This design comes from an exercise in tuning for small area on the open sky130 flow, not from production work.
The RTL was checked by simulation tests, not by an equivalence proof against the original design.
Power and IR drop assume default switching activity.

Setup of build 91:
// iot_sae
module iot_sae (
    input  wire        clk,
    input  wire        rst,             
    input  wire        FAULT_POLICY,    
    output wire        bus_req,
    input  wire        bus_ack,
    output wire [2:0]  bus_op,
    output wire        bus_cont,
    output wire [7:0]  bus_cmd,
    output wire [63:0] bus_addr,
    input  wire [1:0]  bus_status,
    input  wire [7:0]  bus_rdata,
    input  wire [63:0] bus_raddr,
    output wire        pin_req,
    input  wire        pin_ack,
    output wire        pin_op,
    output wire        pin_level,
    output wire        pin_ch,
    input  wire        pin_err,
    input  wire [9:0]  adc_data,
    output wire        pers_req,
    input  wire        pers_ack,
    output wire [7:0]  pers_sid,
    output wire [1:0]  pers_vkind,
    output wire [38:0] pers_vnum,
    input  wire        pers_err,
    output wire        dly_req,
    input  wire        dly_ack,
    output wire [25:0] dly_us,
    output reg         diag_valid,
    output wire [7:0]  diag_sid,
    output wire [3:0]  diag_kind,
    output wire [3:0]  st,
    output wire [3:0]  ph,
    output wire        fault,
    output wire [3:0]  fault_code,
    output wire [7:0]  fault_sid,
    output wire [7:0]  pidx
);
make LEC_CHECK=0 CAP_MARGIN=20 CORE_MARGIN=2 CORE_UTILIZATION=40 SLEW_MARGIN=20 finish   # period 18.0 ns
run.sh (not shown) runs the stock make flow with config.mk's settings and CLKGATE_MAP_FILE= SYNTH_SCRIPT=/design/flow/synth_recipe.tcl, a recipe that flattens the netlist after the stock synthesis.
Build 91 finished every stage and its layout cleared the timing, design-rule and antenna checks.
## Diff of input files: build 25 against build 91
==> flow/flow/run.sh (new file) <==
#!/bin/bash
set -euo pipefail
export BUFFER_PORTS_ARGS="-buffer_cell sky130_fd_sc_hd__buf_1"
export CTS_ARGS="-sink_clustering_enable -repair_clock_nets -dont_use_dummy_load"
bash standard.sh > standard.log 2>&1
==> flow/standard.sh (new file) <==
#!/bin/bash
# synth_recipe.tcl (not shown) runs the flow's synth.tcl, then flattens the netlist and writes it again
# the make line also repeats each setting of config.mk as NAME=value (left out here)
make -C /OpenROAD-flow-scripts/flow DESIGN_CONFIG=/design/flow/config.mk WORK_HOME=/design/flow/orfs CLKGATE_MAP_FILE= SYNTH_SCRIPT=/design/flow/synth_recipe.tcl "${@:-finish}"
removed: flow/run.sh
Findings:
Build 25 against build 91: initial antenna violation count decreased 3; worst hold slack across all endpoints decreased 0.022 ns; maximum clock frequency increased 3.4%. The power in sequential cells of build 91 and that of build 25 are within noise of each other. Per the comparison of build 25 with build 91, final weighted congestion in routability-driven placement rose about 5%; first-iteration DRC count now larger.
The following lists how build 6 was set up differently from build 25:
Settings: CORE_UTILIZATION now 65, was 40.
==> flow/flow/run.sh <==
#!/bin/bash
set -euo pipefail
export BUFFER_PORTS_ARGS="-buffer_cell sky130_fd_sc_hd__buf_1"
export CTS_ARGS="-sink_clustering_enable -repair_clock_nets -dont_use_dummy_load -buf_list sky130_fd_sc_hd__clkbuf_2 -root_buf sky130_fd_sc_hd__clkbuf_4"
bash standard.sh > standard.log 2>&1
Findings:
Build 6 was carried through to the last stage, and its layout satisfied the timing, design-rule and antenna checks. Compared to build 25, build 6 was floorplanned on a smaller die. Met2 wirelength from detailed routing delta for build 6 relative to build 25: 500 um lower. Summary of build 6 over build 25: maximum frequency from static timing analysis went up about 3%, time the final worst path needs with I/O delays and setup went down 0.20 ns, maximum clock path buffer count held, design area went down 4.6%.
### build 6 -> build 13
Settings: CORE_UTILIZATION: 65 -> 40.
==> flow/flow/run.sh <==
#!/bin/bash
set -euo pipefail
export BUFFER_PORTS_ARGS="-buffer_cell sky130_fd_sc_hd__buf_1"
export CTS_ARGS="-sink_clustering_enable -repair_clock_nets -dont_use_dummy_load -buf_list sky130_fd_sc_hd__clkbuf_4 -root_buf sky130_fd_sc_hd__clkbuf_4"
bash standard.sh > standard.log 2>&1
==> run notes <==
No stage failed in build 13, and the final checks on the layout all came back clean.
Between build 6 and build 13, the post-place instance area is lower for build 6.
Sort build 6 and build 13 by share of cells above drive strength 1 desc -> top: build 13
[diff] sum of routed wire length over all layers, build 13 relative to build 6: regression
met4 as the highest metal layer with signal wires was reported by build 6, and met5 by build 13.
Via count: build 6 vs build 13, no meaningful difference
Compare build 6 and build 13 | proportion of cell area spent on the clock network lower: build 6
Comparing build 6 and build 13, number of clock buffers in the layout is higher on build 13.
Delta (build 13 minus build 6): overall track demand over capacity in global routing went down 9.1 points; wire length on met1 went up 1700 um; final clock period utilization by the worst path held.

-- port drivers added, routing unchanged --
No port has a modelled driver above. Below, the same layouts with a new extraction and two added sets of constraints.
Step 1 (the two cells are an assumption about what drives the block):
set clk [get_ports {clk}]
set_driving_cell -lib_cell sky130_fd_sc_hd__clkbuf_16 $clk
set_driving_cell -lib_cell sky130_fd_sc_hd__buf_2 [delete_from_list [all_inputs] $clk]
Step 2, shift: input delay + t, output delay - t, t = (earliest + latest rising clock arrival at the registers) / 2. This alone moves slack from input paths to output paths.
a / b / c = no drivers / after step 1 / after step 2; a / b = the first two.
run	shift t [ns]	setup slack, ns	worst setup path after step 2	latest minus earliest clock arrival (ns)
build 91	0.562	10.653 / 10.668 / 10.106	input to register	0.030 / 0.030
build 25	0.538	10.896 / 10.907 / 10.369	input to register	0.068 / 0.068
build 6	0.671	11.097 / 11.107 / 10.436	input to register	0.092 / 0.092
build 13	0.730	11.100 / 11.110 / 10.381	input to register	0.081 / 0.081
After both steps every run listed still meets setup and hold. For build 13, which loses most, drivers alone change the setup slack by +0.010 ns; drivers and shift together by -0.719 ns.
